What follows belongs to an exercise in optimizing a design on an open flow for small area, a short achievable clock period and few clock cycles per item; a production flow would make more cautious choices.
The RTL was checked by simulation tests, not by an equivalence proof against the original design.
Power and IR drop assume default switching activity.

==> design/flow/design.v <==
module tone_divisor_search (
    input  wire        clk,
    input  wire        rst,       
    input  wire        start,
    input  wire [31:0] hz,        
    output wire        ready,
    output reg         done,
    output wire [7:0]  div,       
    output wire [15:0] cmp,       
    output wire [33:0] err        
);
    localparam [25:0] N = 26'd42000000;
    localparam [1:0] P_DIV = 2'd0, P_RND = 2'd1, P_NEG = 2'd2, P_SHF = 2'd3;
    reg        busy;
    reg        uq;        
    reg        cq;        
    reg        tq;        
    reg        nq;        
    reg [1:0]  ph;
    reg        bigq;      
    reg [4:0]  cnt;       
    reg        nb;        
    reg [31:0] hzr;
    reg [26:0] R;         
    reg [15:0] X;         
    reg [1:0]  K;         
    assign ready = ~busy;
    assign div   = {K == 2'd3, 1'b0, K == 2'd2, 1'b0, K == 2'd1, 1'b0, K == 2'd0, 1'b0};
    assign cmp   = X;
    assign err   = {hzr[31:25], R[26:1], 1'b0};
    wire acc = start & ~busy;
    wire t10 = |hz[31:10];
    wire t12 = |hz[31:12];
    wire t13 = |hz[31:13];
    wire t14 = |hz[31:14];
    wire t15 = |hz[31:15];
    wire t18 = |hz[31:18];
    wire s8  = t18;
    wire s11 = t15 & ~t18;
    wire s12 = t14 & ~t15;
    wire s13 = t13 & ~t14;
    wire s14 = t12 & ~t13;
    wire s16 = t10 & ~t12;
    wire s22 = ~t10;
    wire [26:0] r_in = ({27{s8}}  & (N >> 8))  | ({27{s11}} & (N >> 11)) |
                       ({27{s12}} & (N >> 12)) | ({27{s13}} & (N >> 13)) |
                       ({27{s14}} & (N >> 14)) | ({27{s16}} & (N >> 16)) |
                       ({27{s22}} & (N >> 22));
    wire [4:0]  c_in = ({5{s8}}  & 5'd7)  | ({5{s11}} & 5'd10) | ({5{s12}} & 5'd11) |
                       ({5{s13}} & 5'd12) | ({5{s14}} & 5'd13) | ({5{s16}} & 5'd15) |
                       ({5{s22}} & 5'd21);    
    wire        n_in = |({s8, s11, s12, s13, s14, s16, s22} &
                         {N[7], N[10], N[11], N[12], N[13], N[15], N[21]});
    wire ge641 = (hzr >= 32'd641);
    wire ge161 = (hzr >= 32'd161);
    wire ge41  = (hzr >= 32'd41);
    wire [1:0] k   = {~ge161, (~ge641 & ge161) | ~ge41};
    wire       lo25 = (hzr[31:25] == 7'd0);
    wire        tiny   = (hzr[31:4] == 28'd0) && (hzr[3:0] <= 4'd10);
    wire [3:0]  t_hi   = 4'd10 - hzr[3:0];
    wire [9:0]  t_lo   = 10'd890 + {6'd0, hzr[3:0]};
    wire [26:0] r_tiny = {t_hi, 6'd0, t_lo, 7'd0};
    wire        dv    = busy & (ph == P_DIV);
    wire        rn    = busy & (ph == P_RND);
    wire        ng    = busy & (ph == P_NEG);
    wire        sh    = busy & (ph == P_SHF);
    wire        x0    = (X == 16'd0);
    wire [25:0] A     = uq ? {1'b0, R[24:0]} : {R[24:0], nb};
    wire [24:0] S;
    wire        c25;
    wire [24:0] nhz   = ~hzr[24:0];
    wire [24:0] ad_p = A[24:0] ^ nhz;
    wire [24:0] ad_g = A[24:0] & nhz;
    wire ad_G0 = ad_g[0] | (ad_p[0] & cq);
    wire ad_G1 = ad_g[2] | (ad_p[2] & ad_g[1]);
    wire ad_P1 = ad_p[2] & ad_p[1];
    wire ad_G2 = ad_g[4] | (ad_p[4] & ad_g[3]);
    wire ad_P2 = ad_p[4] & ad_p[3];
    wire ad_G3 = ad_g[6] | (ad_p[6] & ad_g[5]);
    wire ad_P3 = ad_p[6] & ad_p[5];
    wire ad_G4 = ad_g[8] | (ad_p[8] & ad_g[7]);
    wire ad_P4 = ad_p[8] & ad_p[7];
    wire ad_G5 = ad_g[10] | (ad_p[10] & ad_g[9]);
    wire ad_P5 = ad_p[10] & ad_p[9];
    wire ad_G6 = ad_g[12] | (ad_p[12] & ad_g[11]);
    wire ad_P6 = ad_p[12] & ad_p[11];
    wire ad_G7 = ad_g[14] | (ad_p[14] & ad_g[13]);
    wire ad_P7 = ad_p[14] & ad_p[13];
    wire ad_G8 = ad_g[16] | (ad_p[16] & ad_g[15]);
    wire ad_P8 = ad_p[16] & ad_p[15];
    wire ad_G9 = ad_g[18] | (ad_p[18] & ad_g[17]);
    wire ad_P9 = ad_p[18] & ad_p[17];
    wire ad_G10 = ad_g[20] | (ad_p[20] & ad_g[19]);
    wire ad_P10 = ad_p[20] & ad_p[19];
    wire ad_G11 = ad_g[22] | (ad_p[22] & ad_g[21]);
    wire ad_P11 = ad_p[22] & ad_p[21];
    wire ad_G12 = ad_g[24] | (ad_p[24] & ad_g[23]);
    wire ad_P12 = ad_p[24] & ad_p[23];
    wire ad_G13 = ad_g[1] | (ad_p[1] & ad_G0);
    wire ad_G14 = ad_G1 | (ad_P1 & ad_G0);
    wire ad_G15 = ad_g[5] | (ad_p[5] & ad_G2);
    wire ad_P15 = ad_p[5] & ad_P2;
    wire ad_G16 = ad_G3 | (ad_P3 & ad_G2);
    wire ad_P16 = ad_P3 & ad_P2;
    wire ad_G17 = ad_g[9] | (ad_p[9] & ad_G4);
    wire ad_P17 = ad_p[9] & ad_P4;
    wire ad_G18 = ad_G5 | (ad_P5 & ad_G4);
    wire ad_P18 = ad_P5 & ad_P4;
    wire ad_G19 = ad_g[13] | (ad_p[13] & ad_G6);
    wire ad_P19 = ad_p[13] & ad_P6;
    wire ad_G20 = ad_G7 | (ad_P7 & ad_G6);
    wire ad_P20 = ad_P7 & ad_P6;
    wire ad_G21 = ad_g[17] | (ad_p[17] & ad_G8);
    wire ad_P21 = ad_p[17] & ad_P8;
    wire ad_G22 = ad_G9 | (ad_P9 & ad_G8);
    wire ad_P22 = ad_P9 & ad_P8;
    wire ad_G23 = ad_g[21] | (ad_p[21] & ad_G10);
    wire ad_P23 = ad_p[21] & ad_P10;
    wire ad_G24 = ad_G11 | (ad_P11 & ad_G10);
    wire ad_P24 = ad_P11 & ad_P10;
    wire ad_G25 = ad_g[3] | (ad_p[3] & ad_G14);
    wire ad_G26 = ad_G2 | (ad_P2 & ad_G14);
    wire ad_G27 = ad_G15 | (ad_P15 & ad_G14);
    wire ad_G28 = ad_G16 | (ad_P16 & ad_G14);
    wire ad_G29 = ad_g[11] | (ad_p[11] & ad_G18);
    wire ad_P29 = ad_p[11] & ad_P18;
    wire ad_G30 = ad_G6 | (ad_P6 & ad_G18);
    wire ad_P30 = ad_P6 & ad_P18;
    wire ad_G31 = ad_G19 | (ad_P19 & ad_G18);
    wire ad_P31 = ad_P19 & ad_P18;
    wire ad_G32 = ad_G20 | (ad_P20 & ad_G18);
    wire ad_P32 = ad_P20 & ad_P18;
    wire ad_G33 = ad_g[19] | (ad_p[19] & ad_G22);
    wire ad_P33 = ad_p[19] & ad_P22;
    wire ad_G34 = ad_G10 | (ad_P10 & ad_G22);
    wire ad_P34 = ad_P10 & ad_P22;
    wire ad_G35 = ad_G23 | (ad_P23 & ad_G22);
    wire ad_P35 = ad_P23 & ad_P22;
    wire ad_G36 = ad_G24 | (ad_P24 & ad_G22);
    wire ad_P36 = ad_P24 & ad_P22;
    wire ad_G37 = ad_g[7] | (ad_p[7] & ad_G28);
    wire ad_G38 = ad_G4 | (ad_P4 & ad_G28);
    wire ad_G39 = ad_G17 | (ad_P17 & ad_G28);
    wire ad_G40 = ad_G18 | (ad_P18 & ad_G28);
    wire ad_G41 = ad_G29 | (ad_P29 & ad_G28);
    wire ad_G42 = ad_G30 | (ad_P30 & ad_G28);
    wire ad_G43 = ad_G31 | (ad_P31 & ad_G28);
    wire ad_G44 = ad_G32 | (ad_P32 & ad_G28);
    wire ad_G45 = ad_g[23] | (ad_p[23] & ad_G36);
    wire ad_P45 = ad_p[23] & ad_P36;
    wire ad_G46 = ad_G12 | (ad_P12 & ad_G36);
    wire ad_P46 = ad_P12 & ad_P36;
    wire ad_G47 = ad_g[15] | (ad_p[15] & ad_G44);
    wire ad_G48 = ad_G8 | (ad_P8 & ad_G44);
    wire ad_G49 = ad_G21 | (ad_P21 & ad_G44);
    wire ad_G50 = ad_G22 | (ad_P22 & ad_G44);
    wire ad_G51 = ad_G33 | (ad_P33 & ad_G44);
    wire ad_G52 = ad_G34 | (ad_P34 & ad_G44);
    wire ad_G53 = ad_G35 | (ad_P35 & ad_G44);
    wire ad_G54 = ad_G36 | (ad_P36 & ad_G44);
    wire ad_G55 = ad_G45 | (ad_P45 & ad_G44);
    wire ad_G56 = ad_G46 | (ad_P46 & ad_G44);
    assign S = ad_p ^ {ad_G55, ad_G54, ad_G53, ad_G52, ad_G51, ad_G50, ad_G49, ad_G48, ad_G47, ad_G44, ad_G43, ad_G42, ad_G41, ad_G40, ad_G39, ad_G38, ad_G37, ad_G28, ad_G27, ad_G26, ad_G25, ad_G14, ad_G13, ad_G0, cq};
    assign c25 = ad_G56;
    wire        cy    = (c25 | A[25]) & lo25 & ~tiny;   
    wire        take  = nq | (tq & cy);
    wire        tdv   = dv & tiny;
    wire [24:0] r_keep = tdv ? r_tiny[24:0] : A[24:0];
    wire [24:0] r_lo  = ({25{take}} & (S ^ {25{nq}})) | ({25{acc}} & r_in[24:0]) |
                        ({25{~take & ~acc}} & r_keep);
    wire [1:0]  r_hi  = (sh | (rn & ~cy)) ? R[25:24] :
                        tdv ? r_tiny[26:25] :
                        busy ? 2'd0 : acc ? r_in[26:25] : R[26:25];
    wire [15:0] x_inc = X + 16'd1;
    wire        x_up  = (rn & cy) | (ng & bigq);
    wire last = (cnt == {2'd0, k, 1'b0});
    wire k0   = (k == 2'd0);
    wire c1   = (cnt == 5'd1);
    function automatic [8:0] ctl(input c);
        reg       bs, fn, bn, dn, gn;
        reg [1:0] pn;
        begin
            bs = dv & c1 & x0 & ~c;                         
            pn = {busy & (ph[1] | ph[0] | bs),
                  busy & ((dv & last) | (rn & ~c) | ng | sh)};
            fn = tdv | (rn & ~c & k0) | (ng & k0 & ~bigq) | (sh & (cnt == 5'd0));
            bn = ~rst & (busy ? ~fn : acc);
            dn = ~rst & busy & fn;
            gn = busy & (bigq | bs);
            ctl = {bn, dn, gn, pn,
                   ~bn | (pn == P_NEG),                      
                   bn & ((pn == P_DIV) | ((pn == P_NEG) & ~gn)),    
                   bn & ((pn == P_DIV) | (pn == P_RND)),     
                   bn & (pn == P_NEG)};                      
        end
    endfunction
    wire [8:0] ctl0 = ctl(1'b0);
    wire [8:0] ctl1 = ctl(1'b1);
    wire [8:0] ctl_nx = cy ? ctl1 : ctl0;
    wire       busy_nx = ctl_nx[8];
    wire       bstop   = dv & c1 & x0 & ~cy;
    wire [1:0] ph_nx   = ctl_nx[5:4];
    always @(posedge clk) begin
        {busy, done, bigq, ph, uq, cq, tq, nq} <= ctl_nx;
    end
    always @(posedge clk) begin
        if (!busy) begin
            cnt  <= c_in;
            nb   <= n_in;
        end else begin
            if (dv)
                K <= k;
            nb <= dv & ~last & N[cnt - 5'd1];
            if (dv || sh)        
                cnt <= (cnt - 5'd1) | {4'd0, bstop};
        end
        R <= {r_hi, r_lo};
        if (acc)
            hzr <= hz;
        else if (ng && bigq && c25)      
            hzr[31:25] <= hzr[31:25] - 7'd1;
        if (acc)
            X <= 16'd0;
        else if (tdv)
            X <= 16'hFFFF;
        else if (dv)
            X <= {X[14:0], cy | (cnt == 5'd1 && x0)};
        else if (x_up)
            X <= x_inc;
    end
endmodule
==> design/flow/flow/run.sh <==
#!/bin/bash
# Standard ORFS layout (the standard.sh), with a larger setup-slack
# target for timing repair and buf_2 cells as the port buffers.
set -euo pipefail
export SETUP_SLACK_MARGIN=6.5
export BUFFER_PORTS_ARGS="-buffer_cell sky130_fd_sc_hd__buf_2"
bash standard.sh > standard.log 2>&1
==> design/flow/standard.sh <==
#!/bin/bash
# synth_recipe.tcl (not shown) runs the flow's synth.tcl, then flattens the netlist and writes it again
# the make line also repeats each setting of config.mk as NAME=value (left out here)
make -C /OpenROAD-flow-scripts/flow DESIGN_CONFIG=/design/flow/config.mk WORK_HOME=/design/flow/orfs CLKGATE_MAP_FILE= SYNTH_SCRIPT=/design/flow/synth_recipe.tcl "${@:-finish}"
==> design/flow/config.mk <==
export PLATFORM = sky130hd
export DESIGN_NAME = tone_divisor_search
export DESIGN_NICKNAME = tone_divisor_search
export VERILOG_FILES = /design/flow/design.v
export SDC_FILE = /design/flow/constraint.sdc
export NUM_CORES = 4
export LEC_CHECK = 0
export CAP_MARGIN = 20
export CORE_MARGIN = 2
export CORE_UTILIZATION = 40
export PLACE_DENSITY = 0.6
export SLEW_MARGIN = 20
export TNS_END_PERCENT = 0
==> design/flow/constraint.sdc <==
create_clock -name core_clock -period 10.0 [get_ports {clk}]
set_input_delay 2.0000 -clock core_clock [delete_from_list [all_inputs] [get_ports {clk}]]
set_output_delay 2.0000 -clock core_clock [all_outputs]
set_load 0.01 [all_outputs]
==> impl_metrics.csv, run 1 <==
group,metric,value,unit
die,num_io_pins,95,
logic_synthesis,syn-mean-instance-area,8.90,um2
logic_synthesis,synth_register_bits,92,
setup_path,critPathArrivalTime,3830,ps
cells_and_area,final.fill_count,1663,
die,die_area,17800,um2
setup_path,cp_data_required_time,10300,ps
setup_path,critical-path-slowest-cell,"or3_1",
setup_path,worst_path_maximum_fanout,8,
logic_synthesis,synth.cell_area,6700,um2
logic_synthesis,synthCells,753,
cells_and_area,finalNetCount,892,
die,coreArea,16500,um2
drt,wire_per_inst,17.6,um
timing,timing_worst_slew_pin_value,1100,ps
global_routing,wire_length_of_the_first_global_routing_pass,28.9,mm
drt,drt_iter0_drc,511,
power_and_ir_drop,power_switching,521,uW
outcome,run_status,"timing/DRC/antenna clean",
timing,hold-worst-slack,525,ps
logic_synthesis,async_set_or_reset_register_ratio_after_synthesis,0,%
cts,cts_buffers,9,
logic_synthesis,synth_seq_area_share,33.6,%
timing,rsz0062_at_grt,"true",
drt,vias_per_cell,5.47,
logic_synthesis,yosys.cell_types.count,76,
setup_path,start_kind,"input pin",
die,die_height,133,um
power_and_ir_drop,leakage,0.00325,uW
place,dpl_cell_area,7080,um2
setup_path,critPathMaxStageDelay,460,ps
cells_and_area,syn_to_final_growth,13.8,%
place,port-buffer-count,89,
power_and_ir_drop,powerDensity,191,nW/um2
global_routing,gr-total-overflow,0,
setup_path,path_class,"input pin to flip-flop",
drt,drt_pass1_iterations,5,
power_and_ir_drop,pwr-share-comb,40.1,%
setup_path,timing.critical_path.max_delay_family,"simple AND/OR/NAND/NOR gates",
setup_path,timing.critical_path.to_type,"flip-flop",
setup_path,worst-r2r-setup-slack,6540,ps
cts,clk-insertion-delay-late,360,ps
power_and_ir_drop,power_frac_clock,25.6,%
global_routing,grt_antenna_before_repair,0,
global_routing,grt_start_max_net_pins,52,
timing,timing.final.max_slew_violations,0,
timing,final_clock_period_utilization_by_the_worst_path,35.3,%
timing,achievable-frequency,283,MHz
logic_synthesis,yosysWarningCount,1,
cells_and_area,post-route-cell-area,7630,um2
timing,hold_viol_final,0,
timing,skew,10.0,ps
global_routing,grt_util_all_layers,20.8,%
cells_and_area,layout_cells_sized_above_1,22.6,%
setup_path,path_buf_inv,1,
cts,tritoncts,"built",
power_and_ir_drop,intPower,935,uW
drt,post_detailed_route_drc_marker_count,0,
logic_synthesis,synthDominantAreaCellType,"edfxtp_1",
timing,final.setup.tns,0,ps
timing,setup_violations,0,
cts,number_of_buffers_inserted_by_hold_repair_at_cts,0,
drt,drtAntennaViolNets,0,
cts,clock_tree.htree_level_count,3,
setup_path,worst_path_most_repeated_cell,"or3_1",
cts,cts_buffer_depth,2,
die,placement_rows,47,
logic_synthesis,synthTopCellsByArea,"edfxtp_1 18%, dfxtp_1 15%, ha_1 7.3%",
cts,ctsRootBufferMaster,"clkbuf_16",
power_and_ir_drop,worst_ir_drop_vdd,0.0977,mV
worst_hold_path,timing.hold.worst.class,"flip-flop to flip-flop",
place,gpl.final_weighted_congestion,0.867,
timing,timing.final.crit_period,3530,ps
logic_synthesis,synth_flop_cell,"dfxtp_1",
setup_path,worstPathCellList,"buf_2, or3_1, nor2b_1, nor2b_2, nand2b_1, or3_1, nand4b_1",
drt,route.vias.total,5679,
power_and_ir_drop,seq_power_share,34.3,%
logic_synthesis,synth_largest_type_area_fraction,18.4,%
cts,clkTransAtPathRegs,70,ps
die,chipWidth,133,um
cts,clkSinkCount,92,
job,drv.max_cap_violation_count,0,
drt,postRouteWirelength,18.3,mm
global_routing,via_count_of_the_first_global_routing_pass,5288,
timing,slew_headroom,26.7,%
die,floorplan.initialDensity,40.7,%
power_and_ir_drop,power.share.switching,35.8,%
place,detailedPlacementHpwl,13.6,mm
logic_synthesis,synth-edff-count,41,
cells_and_area,insertedDiodeCount,0,
-- registers in the layout, summed over array words and instances (netlist names), 2 cells and up --
name,cells
K,2
R,27
X,16
cnt,5
hzr,32
ph,2
-- power by group through the flow --
stage                     Combinational [uW]  Clock [uW]  Sequential, uW
after floorplan                          488           0             489
after global placement                   563           0             507
after detailed placement                 565           0             507
after CTS                                579         381             499
after global routing                     648         393             506
final                                    583         373             499
-- path summary, 6_finish.rpt --
path / from / endpoint / cells after the start
max: hz[18] / R[12]$_DFF_P_ / 7
min reg2reg: X[15]$_SDFFE_PP0P_ / X[15]$_SDFFE_PP0P_ / 1
max reg2reg: uq$_DFF_P_ / X[2]$_SDFFE_PP0P_ / 12
min: X[15]$_SDFFE_PP0P_ / X[15]$_SDFFE_PP0P_ / 1
-- layer usage --
| layer | up-vias | wire (um) | track usage (%) | share of wire (%) |
|---|---|---|---|---|
| met5 | - | 0 | 0 | 0 |
| met2 | 151 | 8760 | 33.4 | 48 |
| met4 | 0 | 555 | 9.16 | 3.0 |
| met1 | 2696 | 8240 | 27.9 | 45 |
| li1 | 2804 | - | - | - |
| met3 | 28 | 732 | 2.93 | 4.0 |
-- cell type report --
| class | instances | area (um2) | share of cell area, % |
|---|---|---|---|
| Clock buffer | 15 | 320 | 4.20 |
| Clock inverter | 1 | 7.51 | 0.0984 |
| Inverter | 57 | 214 | 2.81 |
| Multi-Input combinational cell | 543 | 3930 | 51.5 |
| Sequential cell | 92 | 2250 | 29.5 |
| Tap cell | 220 | 275 | 3.61 |
| Timing Repair Buffer | 110 | 628 | 8.24 |
-- synthesized netlist by cell type, types with 3 or more instances --
cell type and n:
and2_1 6, o21ai_2 3, nand3_1 26, nor2b_1 9
o21ai_0 45, o211ai_1 13, a211oi_1 6, and4_1 3
buf_1 4, a21oi_1 39, dfxtp_1 51, o32ai_1 3
buf_2 7, nor4_4 4, edfxtp_1 41, buf_4 39
fa_1 5, ha_1 39, nand2b_1 10, mux2i_1 25
nor3_1 22, o2bb2ai_1 3, o21ai_1 4, nand2_1 64
a22o_1 3, o22ai_1 4, xnor2_1 19, or3_1 3
inv_1 55, and3_1 6, mux2_2 24, nand4_1 5
o31ai_1 4, clkbuf_1 15, nand3b_1 3, nor4_1 12
a21o_1 3, nor2_1 56, o21a_1 8, xor2_1 9
a31oi_1 9
-- kinds of logic (layout without fill, tap and decap cells) --
| kind of cell | Yosys count | after routing | share of synthesized area, % |
|---|---|---|---|
| AOI/OAI and AO/OA | 177 | 177 | 18.0 |
| xor gates and xnor gates | 28 | 28 | 3.66 |
| adders and majority gates | 44 | 44 | 8.78 |
| buffers and inverters | 122 | 183 | 9.15 |
| DFF | 92 | 92 | 33.6 |
| muxes | 49 | 49 | 7.77 |
| other | 1 | 5 | 0.0560 |
| and+or+nand+nor | 240 | 240 | 19.0 |
-- placed cells by master (no fill, tap or decap), drive strengths merged, types with 4 or more instances in the layout --
cell type,instances
nand3,27
o21a,8
mux2,24
a21oi,41
mux2i,25
nand2,64
clkbuf,15
o22ai,4
nand4,5
a31oi,9
o211ai,13
a21o,4
nor4,16
fa,5
nor2b,9
a211oi,7
nand2b,10
ha,39
xnor2,19
and3,6
buf,110
a2111oi,5
xor2,9
o21ai,52
o31ai,4
dfxtp,51
edfxtp,41
conb,5
nor3,24
and2,6
inv,56
nor2,56
-- repair_timing --
item                                    in CTS  in global routing
endpoints found under the setup margin      62                 62
gates resized for setup                     10                 12
cloned                                       0                  0
setup buffers                                6                 10
pin swaps                                    3                  8
-- worst register-to-register path, cell delays in order (launching register included) --
cell,delay [ps]
dfxtp_1,360
buf_12,190
mux2_2,400
ha_1,330
o21ai_1,140
a2111oi_4,460
o21ai_2,160
a21oi_4,250
o21ai_4,140
a211oi_4,460
buf_12,170
o21ai_1,70
a221oi_1,250
-- metrics by stage --
| stage | power, uW | setup slack [ps] | std cells | utilization (%) |
|---|---|---|---|---|
| after floorplan | 977 | 6350 | 757 | - |
| after global placement | 1070 | 5790 | 1006 | 43.0 |
| after detailed placement | 1070 | 5810 | 1006 | 43.0 |
| after CTS | 1460 | 6380 | 1028 | 45.7 |
| after global routing | 1550 | 6360 | 1038 | 46.3 |
| final | 1460 | 6470 | 1038 | 46.3 |
Testbench counts, summed over its fixed seeds: cycles 19,890, items 1,280.
==> inputs of run 2 (changes only) <==
==> design/flow/flow/run.sh (replaced) <==
#!/bin/bash
# Standard ORFS layout (the standard.sh), with a larger setup-slack
# target for timing repair and buf_2 cells as the port buffers.
set -euo pipefail
export SETUP_SLACK_MARGIN=6.7
export BUFFER_PORTS_ARGS="-buffer_cell sky130_fd_sc_hd__buf_2"
bash standard.sh > standard.log 2>&1
--- a/design/flow/config.mk
+++ b/design/flow/config.mk
@@ -9,4 +9,5 @@
 export CORE_MARGIN = 2
 export CORE_UTILIZATION = 40
+export CTS_BUF_LIST = sky130_fd_sc_hd__clkbuf_8
 export PLACE_DENSITY = 0.6
 export SLEW_MARGIN = 20
==> run 2 against run 1 <==
Still clean on timing, DRC and antenna. Combinational power up 13%. Sequential share of layout area down 0.94 points. Area after synthesis unchanged. Non-clock buffer count up 14. Sequential power about the same. Utilization up 1.7 points. Critical path type is now flip-flop to flip-flop. Critical endpoint is now X[14]$_SDFFE_PP0P_.
==> impl_metrics.csv, run 2 <==
group,metric,value,unit
timing,timing.final.crit_period,3360,ps
timing,hold_viol_final,0,
timing,final.setup.tns,0,ps
setup_path,timing.critical_path.max_delay_family,"compound AO/OA/AOI/OAI gates",
global_routing,gr-total-overflow,0,
cts,clk-insertion-delay-late,400,ps
logic_synthesis,synth_register_bits,92,
die,coreArea,16500,um2
cts,clkTransAtPathRegs,100,ps
logic_synthesis,yosysMostFrequentCell,"nand2_1",
setup_path,cp-startpoint,"uq$_DFF_P_",
drt,vias_per_cell,5.55,
global_routing,grt_util_all_layers,20.8,%
timing,setup_violations,0,
place,detailedPlacementHpwl,13.2,mm
cells_and_area,largest_register_ffs,32,
cells_and_area,mostFrequentLayoutCell,"buf_2",
timing,rsz0062_at_grt,"true",
logic_synthesis,synth.top_cells.by_count,"64 x nand2_1, 56 x nor2_1, 55 x inv_1, 51 x dfxtp_1, 45 x o21ai_0",
logic_synthesis,synthDominantAreaCellType,"edfxtp_1",
setup_path,path_class,"flip-flop to flip-flop",
cells_and_area,finalNetCount,909,
setup_path,worst_path_maximum_fanout,7,
timing,achievable-frequency,298,MHz
cts,clock_tree.htree_level_count,3,
drt,drtAntennaViolNets,0,
worst_hold_path,timing.hold.worst.class,"flip-flop to flip-flop",
timing,skew,19.7,ps
setup_path,worstPathCellList,"buf_12, mux2_4, ha_4, nand4_1, a2111oi_4, o21ai_2, a21oi_4, o21ai_4, buf_12, a211o_4, a221o_1, a31oi_1",
die,num_io_pins,95,
cts,tritoncts,"built",
setup_path,timing.critical_path.to_type,"flip-flop",
logic_synthesis,synth_seq_area_share,33.6,%
setup_path,path_buf_inv,2,
cells_and_area,layout_cells_sized_above_1,27.4,%
timing,slew_headroom,25.5,%
power_and_ir_drop,worst_ir_drop_vdd,0.0847,mV
cells_and_area,insertedDiodeCount,0,
timing,final_clock_period_utilization_by_the_worst_path,33.6,%
drt,drt_pass1_iterations,5,
worst_hold_path,worstHoldStart,"X[15]$_SDFFE_PP0P_",
die,placement_rows,47,
timing,timing.final.max_slew_violations,0,
setup_path,worst_path_most_repeated_cell,"buf_12",
outcome,run_status,"timing/DRC/antenna clean",
logic_synthesis,synth.cell_area,6700,um2
logic_synthesis,synth-edff-count,41,
logic_synthesis,async_set_or_reset_register_ratio_after_synthesis,0,%
cts,number_of_buffers_inserted_by_hold_repair_at_cts,0,
setup_path,crit-reg2reg-launch,"uq$_DFF_P_",
logic_synthesis,synthTopCellsByArea,"edfxtp_1 18%, dfxtp_1 15%, ha_1 7.3%",
logic_synthesis,yosysWarningCount,1,
global_routing,grt_antenna_before_repair,0,
cells_and_area,most-common-layout-cells,"89 x buf_2, 61 x nand2_1, 57 x inv_1",
logic_synthesis,yosys.cell_types.count,76,
place,port-buffer-count,89,
power_and_ir_drop,powerDensity,179,nW/um2
place,gpl.final_weighted_congestion,0.918,
logic_synthesis,syn-mean-instance-area,8.90,um2
logic_synthesis,synthCells,753,
die,die_height,133,um
cts,clkSinkCount,92,
setup_path,critPathArrivalTime,3680,ps
drt,route.vias.total,5851,
global_routing,grt_start_max_net_pins,28,
drt,wire_per_inst,18.4,um
setup_path,start_kind,"flip-flop",
cts,ctsRootBufferMaster,"clkbuf_8",
die,floorplan.initialDensity,40.7,%
cts,cts_buffer_depth,2,
setup_path,critPathMaxStageDelay,480,ps
job,drv.max_cap_violation_count,0,
global_routing,wire_length_of_the_first_global_routing_pass,28.8,mm
die,die_area,17800,um2
timing,timing_worst_slew_pin_value,1120,ps
cts,cts_buffers,9,
global_routing,via_count_of_the_first_global_routing_pass,5313,
logic_synthesis,synth_largest_type_area_fraction,18.4,%
drt,post_detailed_route_drc_marker_count,0,
power_and_ir_drop,leakage,0.00333,uW
die,chipWidth,133,um
drt,postRouteWirelength,19.4,mm
cells_and_area,postLayoutCoreUtil,48.0,%
setup_path,critical-path-slowest-cell,"a2111oi_4",
cells_and_area,max_flop_register,"hzr",
logic_synthesis,synth_flop_cell,"dfxtp_1",
cells_and_area,syn_to_final_growth,17.9,%
setup_path,cp_data_required_time,10330,ps
drt,drt_iter0_drc,423,
cells_and_area,largestRegisters,"hzr (32), R (27), X (16)",
==> run 2: metrics by stage <==
stage | setup WS, ps | instance area [um2] | hold slack [ps] | total power, uW | cells
2_1_floorplan | 6560 | 6770 | 527 | 979 | 757
3_3_place_gp | 4770 | 7090 | 524 | 1070 | 1003
3_5_place_dp | 4630 | 7090 | 518 | 1070 | 1003
4_1_cts | 6620 | 7500 | 534 | 1340 | 1034
5_1_grt | 6530 | 7900 | 568 | 1500 | 1055
6_report | 6640 | 7900 | 532 | 1420 | 1055
==> run 2: timing repair <==
item | 4_1_cts | 5_1_grt
resized for setup | 29 | 33
pin swaps | 9 | 15
cloned | 3 | 2
setup buffers | 12 | 19
setup endpoints to repair | 80 | 61
==> run 2: cell type report <==
class	instances	area [um2]
fill	1600	8560
multi-input combinational	544	4170
sequential	92	2260
timing repair buffer	124	772
tap	220	275
inverter	57	230
clock buffer	9	124
clock inverter	7	61.3
timing repair inverter	2	13.8
==> run 2: worst paths after layout <==
kind                             end  slack [ps]  depth (start not counted)
setup / recovery  X[14]$_SDFFE_PP0P_        6640                         12
hold reg to reg   X[15]$_SDFFE_PP0P_         530                          1
hold / removal    X[15]$_SDFFE_PP0P_         530                          1
setup reg to reg  X[14]$_SDFFE_PP0P_        6640                         12
==> run 2: where the power goes <==
| group | total (uW) | internal, uW | switching, uW |
|---|---|---|---|
| combinational | 659 | 314 | 346 |
| sequential | 502 | 447 | 54.6 |
| clock | 254 | 113 | 141 |
==> run 2: logic make-up after synthesis <==
logic type | share of synthesized area, %
fa+ha+maj | 8.78
mux | 7.77
flops | 33.6
other cells | 0.0560
compound gates | 18.0
xor+xnor | 3.66
buf+inv | 9.15
simple gates | 19.0
==> run 2: per-layer routing <==
layer	track usage [%]	vias to the layer above	wire (um)	part of all wire (%)
li1	-	2834	-	-
met1	27.4	2790	8540	44
met2	34.0	195	9370	48
met3	4.22	32	1030	5.3
met4	7.45	0	486	2.5
met5	0	-	0	0
==> inputs of run 3 (changes only) <==
==> design/flow/flow/run.sh (replaced) <==
#!/bin/bash
# Standard ORFS layout (the standard.sh), with a larger setup-slack
# target for timing repair and buf_2 cells as the port buffers.
set -euo pipefail
export SETUP_SLACK_MARGIN=6.8
export BUFFER_PORTS_ARGS="-buffer_cell sky130_fd_sc_hd__buf_2"
bash standard.sh > standard.log 2>&1
==> run 3 against run 2 <==
Still clean on timing, DRC and antenna. Utilization rose by 1.2 points. Critical endpoint unchanged. Critical path type unchanged. Highest routed layer unchanged. Via count rose by 1.1%. Synthesized cell count did not move.
==> impl_metrics.csv, run 3 <==
group,metric,value,unit
logic_synthesis,synth.cell_area,6700,um2
place,detailedPlacementHpwl,13.2,mm
global_routing,grt_util_all_layers,21.8,%
power_and_ir_drop,leakage,0.00337,uW
logic_synthesis,yosysMostFrequentCell,"nand2_1",
timing,timing.final.max_slew_violations,0,
power_and_ir_drop,powerDensity,181,nW/um2
cts,number_of_buffers_inserted_by_hold_repair_at_cts,0,
timing,rsz0062_at_grt,"true",
die,chipWidth,133,um
logic_synthesis,synthDominantAreaCellType,"edfxtp_1",
logic_synthesis,synth_largest_type_area_fraction,18.4,%
drt,post_detailed_route_drc_marker_count,0,
timing,hold_viol_final,0,
setup_path,start_kind,"flip-flop",
logic_synthesis,async_set_or_reset_register_ratio_after_synthesis,0,%
outcome,run_status,"timing/DRC/antenna clean",
setup_path,path_buf_inv,2,
cells_and_area,finalNetCount,910,
logic_synthesis,synth.top_cells.by_count,"64 x nand2_1, 56 x nor2_1, 55 x inv_1, 51 x dfxtp_1, 45 x o21ai_0",
cts,tritoncts,"built",
drt,drtAntennaViolNets,0,
die,num_io_pins,95,
cts,clk-insertion-delay-late,400,ps
global_routing,via_count_of_the_first_global_routing_pass,5479,
cells_and_area,final.fill_count,1573,
setup_path,timing.critical_path.max_delay_family,"compound AO/OA/AOI/OAI gates",
global_routing,grt_start_max_net_pins,28,
cts,clkTransAtPathRegs,100,ps
timing,final.setup.tns,0,ps
cells_and_area,mostFrequentLayoutCell,"buf_2",
setup_path,timing.critical_path.to_type,"flip-flop",
cells_and_area,syn_to_final_growth,20.9,%
setup_path,cp_data_required_time,10330,ps
cells_and_area,sequential_cell_area,2260,um2
cells_and_area,post-route-cell-area,8100,um2
cells_and_area,multi_input_area,4320,um2
logic_synthesis,synth_seq_area_share,33.6,%
drt,route.vias.total,5918,
setup_path,worst-r2r-setup-slack,6680,ps
logic_synthesis,yosys.cell_types.count,76,
drt,drt_pass1_iterations,5,
cells_and_area,largestRegisters,"hzr (32), R (27), X (16)",
place,port-buffer-count,89,
timing,slew_headroom,57.0,%
timing,achievable-frequency,301,MHz
timing,skew,20.7,ps
place,gpl.final_weighted_congestion,0.918,
cells_and_area,max_flop_register,"hzr",
die,die_height,133,um
cts,cts_buffers,9,
setup_path,critical-path-slowest-cell,"dfxtp_4",
logic_synthesis,synth-edff-count,41,
power_and_ir_drop,totalPowerFinal,1460,uW
setup_path,worstPathCellList,"buf_12, mux2_4, ha_4, nand4_1, a2111oi_4, o21ai_2, a21oi_4, o21ai_4, buf_6, a211o_4, a221o_1, a31oi_1",
setup_path,critPathArrivalTime,3650,ps
die,die_area,17800,um2
timing,timing.final.crit_period,3320,ps
setup_path,worst_path_maximum_fanout,7,
power_and_ir_drop,worst_ir_drop_vdd,0.0898,mV
worst_hold_path,timing.hold.worst.class,"flip-flop to flip-flop",
drt,drt_iter0_drc,440,
global_routing,gr-total-overflow,0,
timing,final_clock_period_utilization_by_the_worst_path,33.2,%
cells_and_area,layout_cells_sized_above_1,29.1,%
logic_synthesis,synth_flop_cell,"dfxtp_1",
place,dpl_cell_area,7090,um2
cts,clock_tree.htree_level_count,3,
die,floorplan.initialDensity,40.7,%
cells_and_area,most-common-layout-cells,"89 x buf_2, 60 x nand2_1, 57 x inv_1",
drt,wire_per_inst,18.8,um
drt,vias_per_cell,5.60,
cts,cts_buffer_depth,2,
cts,ctsRootBufferMaster,"clkbuf_8",
global_routing,wire_length_of_the_first_global_routing_pass,29.9,mm
setup_path,critPathMaxStageDelay,450,ps
cells_and_area,insertedDiodeCount,0,
cells_and_area,largest_register_ffs,32,
logic_synthesis,synth_register_bits,92,
timing,setup_violations,0,
logic_synthesis,syn-mean-instance-area,8.90,um2
logic_synthesis,synthCells,753,
global_routing,grt_antenna_before_repair,0,
die,coreArea,16500,um2
logic_synthesis,yosysWarningCount,1,
cts,clkSinkCount,92,
logic_synthesis,synthTopCellsByArea,"edfxtp_1 18%, dfxtp_1 15%, ha_1 7.3%",
setup_path,path_class,"flip-flop to flip-flop",
drt,postRouteWirelength,19.9,mm
job,drv.max_cap_violation_count,0,
die,placement_rows,47,
timing,timing_worst_slew_pin_value,645,ps
==> run 3: worst register-to-register path, stage by stage, from the launching register on <==
cell       delay, ps
dfxtp_4          450
buf_12           170
mux2_4           350
ha_4             300
nand4_1          170
a2111oi_4        340
o21ai_2          150
a21oi_4          210
o21ai_4          150
buf_6            170
a211o_4          350
a221o_1          300
a31oi_1          160
==> run 3: final timing paths <==
check,end,cells past startpoint,startpoint
worst min register to register,X[15]$_SDFFE_PP0P_,1,X[15]$_SDFFE_PP0P_
worst min-delay path,X[15]$_SDFFE_PP0P_,1,X[15]$_SDFFE_PP0P_
worst max register to register,X[14]$_SDFFE_PP0P_,12,uq$_DFF_P_
worst max-delay path,X[14]$_SDFFE_PP0P_,12,uq$_DFF_P_
==> run 3: layout make-up <==
cell class | count | area share, %
clock buffers | 9 | 1.53
clock inverters | 7 | 0.757
inverters | 57 | 2.87
multi-input cells | 544 | 53.4
flip-flops and latches | 92 | 27.9
well taps | 220 | 3.40
repair buffers | 125 | 10.0
repair inverters | 2 | 0.170
==> run 3: power by group <==
part / total [uW] / internal (uW) / switching [uW]
Sequential: 502 / 447 / 55.1
Clock: 255 / 113 / 142
Combinational: 707 / 345 / 362
Total: 1460 / 906 / 558
==> run 3: through the flow <==
stage	worst slack (ps)	util, %	hold slack (ps)	cells
after floorplan	6560	-	527	757
after detailed placement	4630	43.1	518	1003
after global placement	4770	43.1	524	1003
final	6680	49.2	532	1056
after CTS	6710	46.9	531	1043
after global routing	6590	49.2	565	1056
==> run 3: what timing repair did <==
| action | CTS | global route |
|---|---|---|
| endpoints found under the hold margin | 0 | 0 |
| buffers inserted | 18 | 11 |
| gates cloned | 6 | 2 |
| resized for setup | 55 | 36 |
| pin swaps | 14 | 10 |
| endpoints found under the setup margin | 94 | 62 |
==> run 3: per-layer routing <==
layer,GRT usage (%),up-vias,part of all wire [%]
li1,-,2851,-
met1,27.9,2806,43
met2,36.2,211,48
met3,4.26,50,5.6
met4,8.45,0,3.3
met5,0,-,0
==> run 3: logic make-up (layout without fill, tap and decap cells) <==
logic type | Yosys count | count (layout) | share of synthesized area, %
adders and majority gates | 44 | 44 | 8.78
xor gates and xnor gates | 28 | 28 | 3.66
DFF | 92 | 92 | 33.6
and+or+nand+nor | 240 | 240 | 19.0
muxes | 49 | 49 | 7.77
AOI/OAI and AO/OA | 177 | 178 | 18.0
other | 1 | 5 | 0.0560
buffers and inverters | 122 | 200 | 9.15
==> inputs of run 4 (changes only) <==
==> design/flow/flow/run.sh (replaced) <==
#!/bin/bash
# Standard ORFS layout (the standard.sh), with a larger setup-slack
# target for timing repair and buf_2 cells as the port buffers.
set -euo pipefail
export SETUP_SLACK_MARGIN=6.5
export BUFFER_PORTS_ARGS="-buffer_cell sky130_fd_sc_hd__buf_2"
bash standard.sh > standard.log 2>&1
==> run 4 against run 3 <==
Critical path type is now input pin to flip-flop. Die area unchanged. Final cell count is 2.1% lower. Wire length is 8.1% lower. Still clean. Area after synthesis unchanged. Clock power grew 19%. First-iteration DRC count up 15%. Clock skew shrank 5.8 ps. Via count shrank 3.9%. Sequential cell count is the same. Count of clock-buffer cells in the layout up 3. Register-to-register slack got worse by 150 ps. Largest cell class unchanged. Hold slack got worse by 4.7 ps.
==> impl_metrics.csv, run 4 <==
group,metric,value,unit
timing,timing.final.max_slew_violations,0,
place,post-place-ws,5810,ps
cells_and_area,largest_register_ffs,32,
die,coreArea,16500,um2
setup_path,start_kind,"input pin",
logic_synthesis,yosys.cell_types.count,76,
drt,m1WireLength,8.29,mm
die,chipWidth,133,um
logic_synthesis,synth_flop_cell,"dfxtp_1",
setup_path,cp-startpoint,"hz[22]",
setup_path,cp_data_required_time,10310,ps
setup_path,timing.critical_path.to_type,"flip-flop",
cells_and_area,largestRegisters,"hzr (32), R (27), X (16)",
setup_path,timing.critical_path.max_delay_family,"simple AND/OR/NAND/NOR gates",
power_and_ir_drop,leakage,0.00320,uW
timing,rsz0062_at_grt,"true",
drt,top_layer,"met4",
drt,routed-wl-met3,852,um
power_and_ir_drop,pwr-share-comb,42.0,%
drt,met2_wirelength,8.63,mm
cells_and_area,insertedDiodeCount,0,
timing,timing_worst_slew_pin_value,1100,ps
cts,clkSinkCount,92,
cells_and_area,layout_cells_sized_above_1,21.9,%
place,detailedPlacementHpwl,13.6,mm
logic_synthesis,synth_seq_area_share,33.6,%
job,drv.max_cap_violation_count,0,
die,placement_rows,47,
global_routing,wire_length_of_the_first_global_routing_pass,28.8,mm
setup_path,critPathArrivalTime,3850,ps
timing,final.setup.tns,0,ps
cells_and_area,finalNetCount,888,
logic_synthesis,synth-compound-area-share,18.0,%
place,gpl.final_weighted_congestion,0.867,
logic_synthesis,basic_gate_share_of_the_synthesized_area_counting_and_or_nand_and_nor_cells,19.0,%
cells_and_area,max_flop_register,"hzr",
logic_synthesis,yosysMostFrequentCell,"nand2_1",
logic_synthesis,synthMuxAreaShare,7.77,%
drt,wire_per_inst,17.7,um
cts,clkTransAtPathRegs,90,ps
logic_synthesis,synth-edff-count,41,
timing,skew,14.9,ps
logic_synthesis,synth_top_family_by_area,"simple AND/OR/NAND/NOR gates",
cts,ctsRootBufferMaster,"clkbuf_8",
die,floorplan.initialDensity,40.7,%
setup_path,critPathMaxStageDelay,610,ps
cts,cts_buffer_depth,2,
drt,post_detailed_route_drc_marker_count,0,
drt,drtAntennaViolNets,0,
timing,timing.final.crit_period,3540,ps
logic_synthesis,synthTopCellsByArea,"edfxtp_1 18%, dfxtp_1 15%, ha_1 7.3%",
timing,fin_ws,6460,ps
cells_and_area,final.fill_count,1680,
drt,drt_pass1_iterations,5,
cells_and_area,sequential_cell_area,2250,um2
logic_synthesis,synth_largest_type_area_fraction,18.4,%
timing,final_clock_period_utilization_by_the_worst_path,35.4,%
logic_synthesis,yosysWarningCount,1,
setup_path,path_class,"input pin to flip-flop",
global_routing,grt_util_all_layers,20.7,%
setup_path,path_buf_inv,1,
die,die_height,133,um
drt,vias_per_cell,5.50,
logic_synthesis,synthCells,753,
timing,hold_viol_final,0,
timing,setup_violations,0,
logic_synthesis,synth_register_bits,92,
cells_and_area,multi_input_area,3920,um2
cells_and_area,syn_to_final_growth,11.8,%
logic_synthesis,synthDominantAreaCellType,"edfxtp_1",
worst_hold_path,timing.hold.worst.class,"flip-flop to flip-flop",
global_routing,via_count_of_the_first_global_routing_pass,5276,
logic_synthesis,syn-mean-instance-area,8.90,um2
global_routing,grt_antenna_before_repair,0,
die,die_area,17800,um2
die,num_io_pins,95,
cts,clock_tree.htree_level_count,3,
cts,cts_buffers,9,
power_and_ir_drop,power_frac_clock,21.9,%
timing,achievable-frequency,283,MHz
drt,drt_iter0_drc,506,
power_and_ir_drop,intPower,873,uW
setup_path,worst_path_maximum_fanout,5,
drt,postRouteWirelength,18.3,mm
worst_hold_path,hold-path-cell-count,1,
power_and_ir_drop,power_switching,509,uW
logic_synthesis,synth.cell_area,6700,um2
global_routing,grt_start_max_net_pins,52,
setup_path,timing.critical_path.depth,7,
power_and_ir_drop,seq_power_share,36.1,%
cts,tritoncts,"built",
cells_and_area,mostFrequentLayoutCell,"buf_2",
drt,route.vias.total,5685,
logic_synthesis,synth_xor_xnor_area_share,3.66,%
logic_synthesis,synth.top_cells.by_count,"64 x nand2_1, 56 x nor2_1, 55 x inv_1, 51 x dfxtp_1, 45 x o21ai_0",
worst_hold_path,worstHoldStart,"X[15]$_SDFFE_PP0P_",
cts,clk-insertion-delay-late,390,ps
global_routing,gr-total-overflow,0,
power_and_ir_drop,powerDensity,184,nW/um2
setup_path,critical-path-slowest-cell,"nor3_1",
outcome,run_status,"timing/DRC/antenna clean",
cells_and_area,most-common-layout-cells,"89 x buf_2, 64 x nand2_1, 56 x inv_1, 56 x nor2_1, 50 x dfxtp_1",
power_and_ir_drop,power.share.switching,36.8,%
setup_path,worstPathCellList,"buf_2, nor4_1, nand3_1, or2_2, nor3_1, nor2b_1, o211ai_1",
place,port-buffer-count,89,
power_and_ir_drop,worst_ir_drop_vdd,0.0713,mV
cts,number_of_buffers_inserted_by_hold_repair_at_cts,0,
setup_path,crit-reg2reg-launch,"uq$_DFF_P_",
timing,slew_headroom,26.4,%
logic_synthesis,synth-adder-area-share,8.78,%
setup_path,rr_worst_depth,12,
logic_synthesis,async_set_or_reset_register_ratio_after_synthesis,0,%
==> run 4: cell count changes in the layout (fill, tap and decap cells not counted), moves of 4 or more <==
cell / before / now
a21oi_1: 34 / 39
a21oi_2: 6 / 1
buf_4: 27 / 15
buf_6: 4 / 0
ha_1: 22 / 39
ha_4: 17 / 0
mux2_2: 14 / 24
mux2_4: 10 / 0
nand2_1: 60 / 64
o21ai_2: 6 / 2
==> run 4: cells by family (layout without fill, tap and decap cells) <==
group,Yosys count,count (layout)
simple gates,240,240
compound gates,177,177
buf+inv,122,179
flops,92,92
mux,49,49
fa+ha+maj,44,44
xor+xnor,28,28
other cells,1,5
==> run 4: cell type report <==
class	instances	share of cell area [%]
inverters	57	2.85
clock buffers	12	2.20
multi-input cells	543	52.3
clock inverters	4	0.952
flip-flops and latches	92	30.1
repair buffers	106	7.98
well taps	220	3.67
==> run 4: final timing paths <==
| kind | slack, ps | end |
|---|---|---|
| max | 6460 | R[0]$_DFF_P_ |
| min reg2reg | 530 | X[15]$_SDFFE_PP0P_ |
| max reg2reg | 6530 | R[1]$_DFF_P_ |
| min | 530 | X[15]$_SDFFE_PP0P_ |
==> run 4: metal layers <==
layer,track usage [%],vias to the layer above
li1,-,2799
met1,28.0,2691
met2,33.4,166
met3,2.85,29
met4,8.45,0
met5,0,-
==> run 4: metrics by stage <==
stage	utilization [%]	cells	cell area (um2)	total power, uW	hold WS (ps)
6_report	45.5	1034	7490	1380	527
3_5_place_dp	43.0	1006	7080	1070	519
3_3_place_gp	43.0	1006	7080	1070	520
4_1_cts	45.1	1028	7430	1390	542
2_1_floorplan	-	757	6720	977	509
5_1_grt	45.5	1034	7490	1470	564
==> run 4: timing repair <==
| action | CTS | global route |
|---|---|---|
| buffers inserted | 6 | 6 |
| resized for setup | 10 | 8 |
| setup endpoints to repair | 61 | 61 |
| pin swaps | 4 | 6 |
==> run 4: power groups by stage <==
stage                     Sequential, uW  Combinational [uW]  Clock (uW)
after floorplan                      489                 488           0
final                                499                 581         303
after CTS                            498                 578         310
after global placement               507                 563           0
after detailed placement             507                 565           0
after global routing                 506                 646         323
==> inputs of run 5 (changes only) <==
==> design/flow/flow/run.sh (replaced) <==
#!/bin/bash
# Standard ORFS layout (the standard.sh), with a larger setup-slack
# target for timing repair and buf_2 cells as the port buffers.
set -euo pipefail
export SETUP_SLACK_MARGIN=6.6
export BUFFER_PORTS_ARGS="-buffer_cell sky130_fd_sc_hd__buf_2"
bash standard.sh > standard.log 2>&1
--- a/design/flow/config.mk
+++ b/design/flow/config.mk
@@ -10,5 +10,5 @@
 export CORE_UTILIZATION = 40
 export CTS_BUF_LIST = sky130_fd_sc_hd__clkbuf_8
-export PLACE_DENSITY = 0.6
+export PLACE_DENSITY = 0.65
 export SLEW_MARGIN = 20
 export TNS_END_PERCENT = 0
==> run 5 against run 4 <==
Still clean on timing, DRC and antenna. Wire length rose by 0.84%. Sequential share of layout area barely moved. Via count barely moved. Synthesized cell count did not move. Die area did not move. Largest cell class unchanged. Clock skew fell by 2.1 ps. First-iteration DRC count fell by 8.3%. Area after synthesis did not move. Utilization rose by 0.17 points. Critical endpoint is now R[12]$_DFF_P_.
==> impl_metrics.csv, run 5 <==
group,metric,value,unit
outcome,run_status,"timing/DRC/antenna clean",
logic_synthesis,synth.cell_area,6700,um2
cts,clkSinkCount,92,
timing,achievable-frequency,293,MHz
place,port-buffer-count,89,
timing,hold_viol_final,0,
logic_synthesis,yosysWarningCount,1,
job,drv.max_cap_violation_count,0,
place,post-place-ws,5890,ps
logic_synthesis,yosysMostFrequentCell,"nand2_1",
place,gpl.final_weighted_congestion,0.872,
die,chipWidth,133,um
power_and_ir_drop,totalPowerFinal,1310,uW
setup_path,timing.critical_path.max_delay_family,"simple AND/OR/NAND/NOR gates",
logic_synthesis,synthMuxAreaShare,7.77,%
global_routing,gr-total-overflow,0,
cts,clkTransAtPathRegs,90,ps
cts,ctsRootBufferMaster,"clkbuf_8",
logic_synthesis,synth-compound-area-share,18.0,%
setup_path,worst_path_most_repeated_cell,"or3_1",
logic_synthesis,syn-mean-instance-area,8.90,um2
setup_path,path_class,"input pin to flip-flop",
logic_synthesis,yosys.cell_types.count,76,
logic_synthesis,synth.top_cells.by_count,"64 x nand2_1, 56 x nor2_1, 55 x inv_1, 51 x dfxtp_1, 45 x o21ai_0",
logic_synthesis,synth-adder-area-share,8.78,%
setup_path,path_buf_inv,1,
global_routing,grt_antenna_before_repair,2,
timing,rsz0062_at_grt,"true",
timing,timing_worst_slew_pin_value,748,ps
logic_synthesis,synthTopCellsByArea,"edfxtp_1 18%, dfxtp_1 15%, ha_1 7.3%",
logic_synthesis,synth_seq_area_share,33.6,%
drt,drtAntennaViolNets,0,
logic_synthesis,synthDominantAreaCellType,"edfxtp_1",
drt,top_layer,"met4",
global_routing,grt_util_all_layers,20.6,%
die,floorplan.initialDensity,40.7,%
setup_path,critPathArrivalTime,3740,ps
setup_path,cp_data_required_time,10330,ps
timing,skew,12.8,ps
cells_and_area,finalNetCount,887,
die,coreArea,16500,um2
power_and_ir_drop,worst_ir_drop_vdd,0.0668,mV
timing,final.setup.tns,0,ps
drt,postRouteWirelength,18.4,mm
drt,m1WireLength,8.08,mm
power_and_ir_drop,leakage,0.00318,uW
cells_and_area,largest_register_ffs,32,
logic_synthesis,synth_top_family_by_area,"simple AND/OR/NAND/NOR gates",
power_and_ir_drop,powerDensity,174,nW/um2
cells_and_area,final.fill_count,1647,
timing,final_clock_period_utilization_by_the_worst_path,34.1,%
drt,wire_per_inst,17.8,um
logic_synthesis,synth_register_bits,92,
cells_and_area,most-common-layout-cells,"89 x buf_2, 63 x nand2_1, 59 x inv_1",
logic_synthesis,synthCells,753,
cells_and_area,syn_to_final_growth,12.2,%
setup_path,timing.critical_path.to_type,"flip-flop",
cells_and_area,multi_input_area,4000,um2
die,die_area,17800,um2
drt,met2_wirelength,9.11,mm
setup_path,worstPathCellList,"buf_2, or3_1, nor2b_1, nor2b_4, nand2b_2, or3_1, nand4b_1",
cts,cts_buffer_depth,2,
place,detailedPlacementHpwl,13.1,mm
cells_and_area,layout_cells_sized_above_1,22.6,%
cells_and_area,mostFrequentLayoutCell,"buf_2",
global_routing,grt_start_max_net_pins,52,
logic_synthesis,async_set_or_reset_register_ratio_after_synthesis,0,%
logic_synthesis,synth_flop_cell,"dfxtp_1",
global_routing,via_count_of_the_first_global_routing_pass,5433,
timing,slew_headroom,50.1,%
cts,tritoncts,"built",
cts,cts_buffers,9,
setup_path,critical-path-slowest-cell,"or3_1",
timing,timing.final.crit_period,3410,ps
die,num_io_pins,95,
logic_synthesis,basic_gate_share_of_the_synthesized_area_counting_and_or_nand_and_nor_cells,19.0,%
logic_synthesis,synth-edff-count,41,
drt,route.vias.total,5688,
timing,fin_ws,6590,ps
place,dpl_cell_area,7080,um2
logic_synthesis,synth_xor_xnor_area_share,3.66,%
cts,clk-insertion-delay-late,380,ps
worst_hold_path,timing.hold.worst.class,"flip-flop to flip-flop",
drt,routed-wl-met3,902,um
cells_and_area,max_flop_register,"hzr",
drt,post_detailed_route_drc_marker_count,0,
cells_and_area,sequential_cell_area,2260,um2
setup_path,worst_path_maximum_fanout,8,
cells_and_area,largestRegisters,"hzr (32), R (27), X (16)",
global_routing,wire_length_of_the_first_global_routing_pass,28.8,mm
drt,drt_pass1_iterations,5,
cts,number_of_buffers_inserted_by_hold_repair_at_cts,0,
setup_path,critPathMaxStageDelay,430,ps
die,placement_rows,47,
drt,drt_iter0_drc,464,
cells_and_area,postLayoutCoreUtil,45.7,%
timing,timing.final.max_slew_violations,0,
drt,vias_per_cell,5.50,
setup_path,start_kind,"input pin",
timing,setup_violations,0,
die,die_height,133,um
logic_synthesis,synth_largest_type_area_fraction,18.4,%
cts,clock_tree.htree_level_count,3,
cells_and_area,post-route-cell-area,7520,um2
==> run 5: cell types whose count changed in the layout (fill, tap and decap cells not counted), sizes merged <==
cell / previous run / this run
a211oi: 7 / 8
buf: 106 / 102
bufinv: 2 / 0
clkbuf: 12 / 10
clkinv: 1 / 4
clkinvlp: 1 / 0
diode: 0 / 2
inv: 57 / 60
nor3: 24 / 25
==> run 5: path summary, 6_finish.rpt <==
kind / startpoint / end / slack [ps] / cells past startpoint
worst min register to register: X[15]$_SDFFE_PP0P_ / X[15]$_SDFFE_PP0P_ / 520 / 1
worst max register to register: uq$_DFF_P_ / X[12]$_SDFFE_PP0P_ / 6650 / 12
worst max-delay path: hz[18] / R[12]$_DFF_P_ / 6590 / 7
worst min-delay path: X[15]$_SDFFE_PP0P_ / X[15]$_SDFFE_PP0P_ / 520 / 1
==> run 5: where the power goes <==
| group | switching, uW | internal, uW |
|---|---|---|
| clock network | 136 | 85.8 |
| registers | 51.9 | 447 |
| logic | 321 | 271 |
==> run 5: logic make-up after synthesis <==
logic type / Yosys count
compound gates: 177
xor+xnor: 28
fa+ha+maj: 44
buf+inv: 122
flops: 92
mux: 49
other cells: 1
simple gates: 240
==> run 5: through the flow <==
stage	instances	hold slack (ps)
3_5_place_dp	1005	511
3_3_place_gp	1005	517
4_1_cts	1030	528
2_1_floorplan	757	509
6_report	1035	524
5_1_grt	1035	561
==> run 5: routing by layer <==
layer	vias up	GRT usage (%)
met5	-	0
met1	2684	26.8
met4	0	7.68
met3	24	3.77
li1	2801	-
met2	179	34.3
==> run 5: repair_timing <==
item / CTS / global route
setup buffers: 7 / 2
gates resized for setup: 13 / 20
endpoints found under the setup margin: 63 / 59
pin swaps: 4 / 8
cloned: 2 / 1
==> run 5: layout make-up <==
class | count | share of cell area (%)
Inverter | 57 | 2.84
Multi-Input combinational cell | 545 | 53.1
Sequential cell | 92 | 30.0
Timing Repair Buffer | 103 | 8.22
Tap cell | 220 | 3.66
Clock buffer | 9 | 1.65
Clock inverter | 7 | 0.399
Antenna cell | 2 | 0.0665
==> inputs of run 6 (changes only) <==
--- a/design/flow/config.mk
+++ b/design/flow/config.mk
@@ -8,7 +8,7 @@
 export CAP_MARGIN = 20
 export CORE_MARGIN = 2
-export CORE_UTILIZATION = 40
+export CORE_UTILIZATION = 50
 export CTS_BUF_LIST = sky130_fd_sc_hd__clkbuf_8
-export PLACE_DENSITY = 0.65
+export PLACE_DENSITY = 0.6
 export SLEW_MARGIN = 20
 export TNS_END_PERCENT = 0
==> run 6 against run 5 <==
Count of clock-buffer cells in the layout grew 1. Die area shrank 19%. Still clean on timing, DRC and antenna. Combinational power grew 2%. Global-route usage grew 5.3 points.
==> impl_metrics.csv, run 6 <==
group,metric,value,unit
timing,rsz0062_at_grt,"true",
cells_and_area,max_flop_register,"hzr",
setup_path,path_class,"flip-flop to flip-flop",
drt,drtAntennaViolNets,0,
global_routing,grt.met1_usage,35.2,%
cells_and_area,layout_cells_sized_above_1,25.2,%
logic_synthesis,async_set_or_reset_register_ratio_after_synthesis,0,%
cts,clk-insertion-delay-late,390,ps
power_and_ir_drop,worst_ir_drop_vdd,0.0596,mV
logic_synthesis,synth.top_cells.by_count,"64 x nand2_1, 56 x nor2_1, 55 x inv_1, 51 x dfxtp_1, 45 x o21ai_0",
timing,timing.final.crit_period,3450,ps
job,drv.max_cap_violation_count,0,
cts,tritoncts,"built",
setup_path,worst_path_maximum_fanout,13,
setup_path,crit-reg2reg-launch,"uq$_DFF_P_",
worst_hold_path,worstHoldStart,"X[3]$_SDFFE_PP0P_",
power_and_ir_drop,leakage,0.00329,uW
timing,achievable-frequency,290,MHz
setup_path,cp_data_required_time,10280,ps
cells_and_area,mostFrequentLayoutCell,"buf_2",
logic_synthesis,synth-edff-count,41,
setup_path,start_kind,"flip-flop",
cts,cts_buffers,9,
logic_synthesis,yosysWarningCount,1,
setup_path,cp-startpoint,"uq$_DFF_P_",
timing,timing_worst_slew_pin_value,727,ps
cells_and_area,largestRegisters,"hzr (32), R (27), X (16)",
global_routing,grt_util_all_layers,25.9,%
die,floorplan.initialDensity,50.8,%
logic_synthesis,synth_seq_area_share,33.6,%
timing,fin_ws,6550,ps
die,placement_rows,42,
place,detailedPlacementHpwl,13.4,mm
drt,route.vias.total,5888,
outcome,run_status,"timing/DRC/antenna clean",
worst_hold_path,timing.hold.worst.class,"flip-flop to flip-flop",
logic_synthesis,syn-mean-instance-area,8.90,um2
global_routing,wire_length_of_the_first_global_routing_pass,28.9,mm
global_routing,grt_start_max_net_pins,52,
cells_and_area,insertedDiodeCount,0,
timing,setup_violations,0,
place,post-place-ws,5560,ps
setup_path,rr_worst_depth,13,
cells_and_area,finalNetCount,905,
die,coreArea,13200,um2
timing,final_clock_period_utilization_by_the_worst_path,34.5,%
logic_synthesis,synth.cell_area,6700,um2
logic_synthesis,synth_register_bits,92,
global_routing,via_count_of_the_first_global_routing_pass,5540,
die,chipWidth,120,um
cells_and_area,final.fill_count,1211,
drt,post_detailed_route_drc_marker_count,0,
timing,final.setup.tns,0,ps
power_and_ir_drop,totalPowerFinal,1390,uW
timing,timing.final.max_slew_violations,0,
cts,clock_tree.htree_level_count,3,
logic_synthesis,synthDominantAreaCellType,"edfxtp_1",
global_routing,grt-busiest-layer,"met2",
global_routing,gr-usage-met2,42.4,%
logic_synthesis,synth_largest_type_area_fraction,18.4,%
logic_synthesis,synth_flop_cell,"dfxtp_1",
cells_and_area,syn_to_final_growth,14.8,%
cells_and_area,largest_register_ffs,32,
cts,ctsRootBufferMaster,"clkbuf_8",
drt,wire_per_inst,18.7,um
drt,drt_iter0_drc,406,
power_and_ir_drop,powerDensity,181,nW/um2
global_routing,gr-total-overflow,0,
timing,slew_headroom,51.1,%
drt,postRouteWirelength,18.9,mm
timing,skew,14.5,ps
worst_hold_path,hold-path-cell-count,2,
die,num_io_pins,95,
setup_path,timing.critical_path.to_type,"flip-flop",
place,gpl.final_weighted_congestion,0.932,
die,die_area,14300,um2
global_routing,grt_antenna_before_repair,0,
cts,clkTransAtPathRegs,100,ps
cells_and_area,most-common-layout-cells,"89 x buf_2, 62 x nand2_1, 56 x inv_1, 56 x nor2_1, 49 x dfxtp_1",
die,die_height,120,um
drt,vias_per_cell,5.85,
timing,hold_viol_final,0,
cts,cts_buffer_depth,2,
cts,clkSinkCount,92,
logic_synthesis,yosysMostFrequentCell,"nand2_1",
global_routing,gr-usage-met3,3.75,%
logic_synthesis,synthTopCellsByArea,"edfxtp_1 18%, dfxtp_1 15%, ha_1 7.3%",
place,port-buffer-count,89,
setup_path,critPathArrivalTime,3730,ps
logic_synthesis,synthCells,753,
timing,hold-worst-slack,553,ps
logic_synthesis,yosys.cell_types.count,76,
drt,drt_pass1_iterations,5,
==> run 6: cell counts after synthesis <==
No cell type changed its count.
==> run 6: final cells by class <==
type	count	area, um2	area share (%)
clock buffers	10	138	1.79
clock inverters	6	78.8	1.02
inverters	57	218	2.83
multi-input cells	544	4030	52.4
flip-flops and latches	92	2260	29.3
well taps	176	220	2.86
repair buffers	121	744	9.68
repair inverters	1	5.00	0.0651
==> run 6: power by group <==
group | total (uW) | internal (uW) | switching (uW)
clock network | 286 | 146 | 141
registers | 498 | 447 | 51.0
logic | 606 | 279 | 327
==> run 6: logic make-up after synthesis <==
group	Yosys count	synth area share, %
flip-flops	92	33.6
multiplexers	49	7.77
adder cells (fa/ha/maj)	44	8.78
AND/OR/NAND/NOR	240	19.0
XOR/XNOR	28	3.66
AO/OA/AOI/OAI	177	18.0
other	1	0.0560
buffers and inverters	122	9.15
==> run 6: worst max-delay path, cell delays in order, from the launching register on <==
cell and delay [ps]:
dfxtp_4 390, buf_12 160, mux2_2 360, ha_1 360, nand4_1 200, a2111oi_4 450
o21ai_2 180, a21oi_4 250, o21ai_4 140, buf_4 200, a21oi_4 170, o21ai_2 80
buf_4 160, a22o_1 220
==> run 6: routing by layer <==
layer	vias up	wire length [um]
li1	2828	-
met2	201	8980
met3	31	1020
met1	2828	8440
met4	0	434
met5	-	0
==> run 6: path summary, 6_finish.rpt <==
| kind | to | slack [ps] |
|---|---|---|
| min reg2reg | X[3]$_SDFFE_PP0P_ | 550 |
| max reg2reg | X[7]$_SDFFE_PP0P_ | 6550 |
| min | X[3]$_SDFFE_PP0P_ | 550 |
| max | X[7]$_SDFFE_PP0P_ | 6550 |
==> run 6: timing repair <==
| item | in CTS | in global routing |
|---|---|---|
| setup buffers | 15 | 13 |
| resized for setup | 16 | 25 |
| hold buffers | 0 | 0 |
| pin swaps | 8 | 10 |
| endpoints found under the setup margin | 65 | 64 |
| cloned | 2 | 1 |
==> run 6: per-stage QoR <==
step                      cells  area (um2)  utilization (%)
after floorplan             757        6730                -
after global placement      960        7020             53.3
after detailed placement    960        7020             53.3
after CTS                   993        7470             56.6
after global routing       1007        7690             58.3
final                      1007        7690             58.3
==> inputs of run 7 (changes only) <==
--- a/design/flow/config.mk
+++ b/design/flow/config.mk
@@ -8,5 +8,5 @@
 export CAP_MARGIN = 20
 export CORE_MARGIN = 2
-export CORE_UTILIZATION = 50
+export CORE_UTILIZATION = 40
 export CTS_BUF_LIST = sky130_fd_sc_hd__clkbuf_8
 export PLACE_DENSITY = 0.6
==> run 7 against run 6 <==
Count of clock-buffer cells in the layout fell by 1. First-iteration DRC count rose by 34%. Critical path depth did not move. Hold slack got worse by 24 ps. Utilization is 12 points lower. Final cell count grew 3.1%. Largest cell class unchanged. Register-to-register slack better by 60 ps.
==> impl_metrics.csv, run 7 <==
group,metric,value,unit
outcome,run_status,"timing/DRC/antenna clean",
place,detailedPlacementHpwl,13.4,mm
die,placement_rows,47,
logic_synthesis,synth.cell_area,6700,um2
timing,timing.final.max_slew_violations,0,
setup_path,path_class,"flip-flop to flip-flop",
logic_synthesis,synth_xor_xnor_area_share,3.66,%
setup_path,critPathMaxStageDelay,410,ps
logic_synthesis,basic_gate_share_of_the_synthesized_area_counting_and_or_nand_and_nor_cells,19.0,%
cts,cts_buffer_depth,2,
logic_synthesis,synth_flop_cell,"dfxtp_1",
timing,final.setup.tns,0,ps
logic_synthesis,synth-adder-area-share,8.78,%
global_routing,grt_util_all_layers,20.7,%
setup_path,start_kind,"flip-flop",
die,die_height,133,um
logic_synthesis,synthDominantAreaCellType,"edfxtp_1",
place,dpl_cell_area,7080,um2
timing,skew,11.0,ps
logic_synthesis,yosysWarningCount,1,
cells_and_area,largest_register_ffs,32,
cts,tritoncts,"built",
timing,rsz0062_at_grt,"true",
timing,fin_ws,6610,ps
worst_hold_path,timing.hold.worst.class,"flip-flop to flip-flop",
global_routing,gr-total-overflow,0,
setup_path,worst_path_most_repeated_cell,"buf_12",
logic_synthesis,synthCells,753,
timing,hold_viol_final,0,
drt,drt_iter0_drc,546,
timing,timing_worst_slew_pin_value,1090,ps
die,chipWidth,133,um
cells_and_area,insertedDiodeCount,0,
drt,drtAntennaViolNets,0,
setup_path,cp_data_required_time,10300,ps
cells_and_area,max_flop_register,"hzr",
logic_synthesis,synth-compound-area-share,18.0,%
timing,slew_headroom,27.5,%
cells_and_area,most-common-layout-cells,"89 x buf_2, 63 x nand2_1, 56 x inv_1, 56 x nor2_1, 48 x dfxtp_1",
logic_synthesis,synth_largest_type_area_fraction,18.4,%
place,port-buffer-count,89,
drt,drt_pass1_iterations,5,
place,gpl.final_weighted_congestion,0.874,
logic_synthesis,synthTopCellsByArea,"edfxtp_1 18%, dfxtp_1 15%, ha_1 7.3%",
power_and_ir_drop,powerDensity,179,nW/um2
cells_and_area,post-route-cell-area,7570,um2
logic_synthesis,syn-mean-instance-area,8.90,um2
setup_path,worstPathCellList,"buf_12, mux2_2, ha_1, nand2_1, a2111oi_4, o21ai_2, a21oi_4, o21ai_4, buf_12, a211oi_4, buf_4, o21ai_1, a221oi_2",
place,post-place-ws,5840,ps
[run 7: cell counts after synthesis]
No cell type changed its count.
[run 7: power breakdown]
| group | switching (uW) | total, uW | internal [uW] |
|---|---|---|---|
| logic | 325 | 601 | 276 |
| clock network | 141 | 253 | 112 |
| registers | 52.2 | 499 | 447 |
[run 7: cell families (layout without fill, tap and decap cells)]
kind of cell	count (synthesis)	after routing
other	1	5
DFF	92	92
adders and majority gates	44	44
and+or+nand+nor	240	240
buffers and inverters	122	182
muxes	49	49
AOI/OAI and AO/OA	177	178
xor gates and xnor gates	28	28
[run 7: path summary, 6_finish.rpt]
path	slack, ps	depth (start not counted)	from	end
worst max-delay path	6610	13	uq$_DFF_P_	X[2]$_SDFFE_PP0P_
worst min-delay path	530	1	X[15]$_SDFFE_PP0P_	X[15]$_SDFFE_PP0P_
worst max register to register	6610	13	uq$_DFF_P_	X[2]$_SDFFE_PP0P_
worst min register to register	530	1	X[15]$_SDFFE_PP0P_	X[15]$_SDFFE_PP0P_
[run 7: final cells by class]
class / instances / area, um2
inverters: 57 / 214
clock inverters: 7 / 58.8
clock buffers: 9 / 124
flip-flops and latches: 92 / 2260
well taps: 220 / 275
multi-input cells: 544 / 4000
repair buffers: 109 / 638
fillers: 1673 / 8900
[run 7: worst reg2reg max path: stages (launching register included)]
cell and delay [ps]:
dfxtp_4 390, buf_12 160, mux2_2 380, ha_1 340, nand2_1 130, a2111oi_4 410
o21ai_2 170, a21oi_4 250, o21ai_4 100, buf_12 160, a211oi_4 340, buf_4 180
o21ai_1 70, a221oi_2 240
[run 7: timing repair]
item                       CTS  global route
setup endpoints to repair   63            62
pin swaps                    4             9
hold buffers                 0             0
gates resized for setup     13            21
cloned                       1             1
setup buffers                5             9
[run 7: stage by stage]
stage               hold slack, ps  cells  total power [uW]  utilization [%]
floorplan                      509    757               977                -
global placement               521   1006              1070             43.0
detailed placement             529   1006              1070             43.0
CTS                            544   1028              1340             44.8
global route                   570   1038              1440             46.0
finish                         528   1038              1350             46.0
[run 7: metal layers]
layer	routed length [um]	GRT usage (%)	part of all wire, %	up-vias
met5	0	0	0	-
li1	-	-	-	2793
met2	8870	34.5	48	167
met3	946	2.78	5.1	22
met1	8420	27.7	45	2657
met4	378	7.51	2.0	0

Check on run 7: ideal ports give 6.608 ns setup slack; a clkbuf_16 on the clock port and buf_2 on the inputs give 6.608 ns; moving port delays by the midpoint clock arrival (0.410 ns) as well gives 6.235 ns.
